Background: an optimization exercise with open tools, aiming at small area, a short achievable clock period and few clock cycles per item. Do not read the settings as production practice. Only simulation tests tie the RTL to the original design; equivalence was not proved.

==> inputs of build 89 <==
// dct8x8
module dct8x8 (
    input  wire        clk,
    input  wire        rst,
    input  wire        in_valid,
    output wire        in_ready,
    input  wire [15:0] in_data,
    input  wire        in_inv,
    output wire        out_valid,
    input  wire        out_ready,
    output wire [15:0] out_data
);
==> flow/config.mk <==
export PLATFORM = sky130hd
export DESIGN_NAME = dct8x8
export DESIGN_NICKNAME = dct8x8
export VERILOG_FILES = /design/flow/design.v
export SDC_FILE = /design/flow/constraint.sdc
export NUM_CORES = 4
export LEC_CHECK = 0
export CAP_MARGIN = 20
export CORE_MARGIN = 2
export CORE_UTILIZATION = 40
export PLACE_DENSITY = 0.6
export SLEW_MARGIN = 20
==> flow/constraint.sdc <==
create_clock -name core_clock -period 14.0 [get_ports {clk}]
set_input_delay 2.8000 -clock core_clock [delete_from_list [all_inputs] [get_ports {clk}]]
set_output_delay 2.8000 -clock core_clock [all_outputs]
set_load 0.01 [all_outputs]
standard.sh (not shown) runs the stock make flow with config.mk's settings and CLKGATE_MAP_FILE= SYNTH_SCRIPT=/design/flow/synth_recipe.tcl, a recipe that flattens the netlist after the stock synthesis.
==> flow/flow/run.sh <==
#!/bin/bash
# Standard layout, with the timing repair steps aiming for extra setup slack.
set -uo pipefail
export SETUP_SLACK_MARGIN=8
export TNS_END_PERCENT=100
bash standard.sh > standard.log 2>&1
==> build 90 (differences from build 89) <==
--- a/flow/design.v
+++ b/flow/design.v
@@ -25,17 +25,17 @@
             6'o60: acode = 4'h5; 6'o61: acode = 4'ha; 6'o62: acode = 4'h2; 6'o63: acode = 4'hd;
             6'o64: acode = 4'hd; 6'o65: acode = 4'h2; 6'o66: acode = 4'ha; 6'o67: acode = 4'h5;
             6'o70: acode = 4'h6; 6'o71: acode = 4'hc; 6'o72: acode = 4'h3; 6'o73: acode = 4'h9;
             6'o74: acode = 4'h1; 6'o75: acode = 4'hb; 6'o76: acode = 4'h4; 6'o77: acode = 4'he;
             default: acode = 4'h0;
         endcase
     endfunction
-    reg  [1:0]  fc;
+    reg         ov, f2;      
     reg  [15:0] f0, f1;
-    wire        oen = (fc != 2'd2);
+    wire        oen = ~f2;
     reg  [5:0]  in_cnt;
     reg         ib;
     reg         xv;
     reg  [15:0] xd;
     reg         xinv;
     reg  [5:0]  xidx;
     reg         xbank;
@@ -47,17 +47,17 @@
     reg  [1:0]  binv;
     reg  [2:0]  ph;
     always @(posedge clk)
         if (rst)
             ph <= 3'd0;
         else
             ph <= ph + 3'd1;
-    wire tx_ok = (tx_cnt == 4'd0) | ((tx_cnt <= 4'd3) & ~full[tx_bank]);
-    assign in_ready = ~((in_cnt[2:0] == 3'd7) & ~tx_ok);
-    wire in_acc = in_valid & in_ready;
+    reg  in_ready_r;
+    assign in_ready = in_ready_r;
+    wire in_acc = in_valid & in_ready_r;
     always @(posedge clk) begin
         xd    <= in_data;
         xinv  <= in_inv;
         xidx  <= in_cnt;
         xbank <= ib;
         if (rst) begin
             in_cnt <= 6'd0;
@@ -554,36 +554,40 @@
             if (r2_done)
                 sv <= 8'hff;
             else
                 sv <= {yv, sv[7:1]};
         end
     end
     wire push = oen & sv[0];
-    wire pop  = (fc != 2'd0) & out_ready;
+    wire pop  = ov & out_ready;
     always @(posedge clk) begin
         if (rst) begin
-            fc <= 2'd0;
+            ov <= 1'b0;
+            f2 <= 1'b0;
         end else begin
-            case (fc)
-                2'd0: if (push) fc <= 2'd1;
-                2'd1: if (push & ~pop) fc <= 2'd2; else if (~push & pop) fc <= 2'd0;
-                default: if (pop) fc <= 2'd1;
-            endcase
-        end
-        case (fc)
-            2'd0: if (push) f0 <= sq_d[0];
-            2'd1: begin
-                if (pop & push) f0 <= sq_d[0];
-                if (~pop & push) f1 <= sq_d[0];
-            end
-            default: if (pop) f0 <= f1;
-        endcase
+            if (~ov | pop)
+                ov <= push | f2;
+            f2 <= f2 ? ~pop : (ov & push & ~pop);
+        end
+        if (~ov | pop)
+            f0 <= f2 ? f1 : sq_d[0];
+        if (~f2)
+            f1 <= sq_d[0];
     end
-    assign out_valid = (fc != 2'd0);
+    assign out_valid = ov;
     assign out_data  = f0;
+    wire [5:0] in_cnt_n  = rst ? 6'd0 : in_acc ? in_cnt + 6'd1 : in_cnt;
+    wire [3:0] tx_cnt_n  = rst ? 4'd0 : tx_load ? 4'd8 : tx_drain ? tx_cnt - 4'd1 : tx_cnt;
+    wire       tx_bank_n = tx_load ? ybank1 : tx_bank;
+    wire [1:0] full_n;
+    assign full_n[0] = ~rst & ((tx_fin & ~tx_bank) | (full[0] & ~(c_last & ~rb)));
+    assign full_n[1] = ~rst & ((tx_fin &  tx_bank) | (full[1] & ~(c_last &  rb)));
+    wire       tx_ok_n   = (tx_cnt_n == 4'd0) | ((tx_cnt_n <= 4'd3) & ~full_n[tx_bank_n]);
+    always @(posedge clk)
+        in_ready_r <= ~((in_cnt_n[2:0] == 3'd7) & ~tx_ok_n);
 endmodule
 module mcm #(parameter W = 16) (
     input  wire [W-1:0] x,
     output wire [30:0]  p0,
     output wire [30:0]  p1,
     output wire [30:0]  p2,
     output wire [30:0]  p3,
==> flow/flow/run.sh (replaced) <==
#!/bin/bash
# Standard layout, with the timing repair steps aiming for extra setup slack.
set -uo pipefail
export SETUP_SLACK_MARGIN=9.5
export TNS_END_PERCENT=100
bash standard.sh > standard.log 2>&1
==> comparison <==
Die area is about the same in build 90 and build 89.
In build 89 the clock skew is lower than in build 90, by 1.1 ps.
Of build 89 and build 90, build 90 has the higher utilization (gap 3.4 points).
Cell area: build 89 is lower than build 90 (about 7%).
Testbench counts of build 89, summed over its fixed seeds: cycles 33,528, blocks 512.
Testbench counts of build 90, summed over its fixed seeds: cycles 33,528, blocks 512.

-- re-timing with driven ports --
The flow's constraints put no driver on any port. The routed layouts listed below were extracted and timed again, unchanged, in two steps.
Step 1: set_driving_cell puts a clkbuf_16 on clk and a buf_2 on each other input, an assumption about the parent block.
Step 2 adds t to the input delays and takes it off the output delays; t is the mean of the earliest and latest rising clock arrival at the registers after step 1. Input paths then give back, and output paths get back, about the clock's delay inside the block.
Slacks: ideal / step 1 / step 2; pairs: ideal / step 1.
run	t, ns	slack for setup (ns)	worst register clock-pin slew, ns	cell pins on the clock port's net
build 89	1.159	8.070 / 8.070 / 8.070	0.08 / 0.08	1
build 90	1.133	8.577 / 8.577 / 8.577	0.08 / 0.08	1
After both steps setup and hold are still met in every run listed.
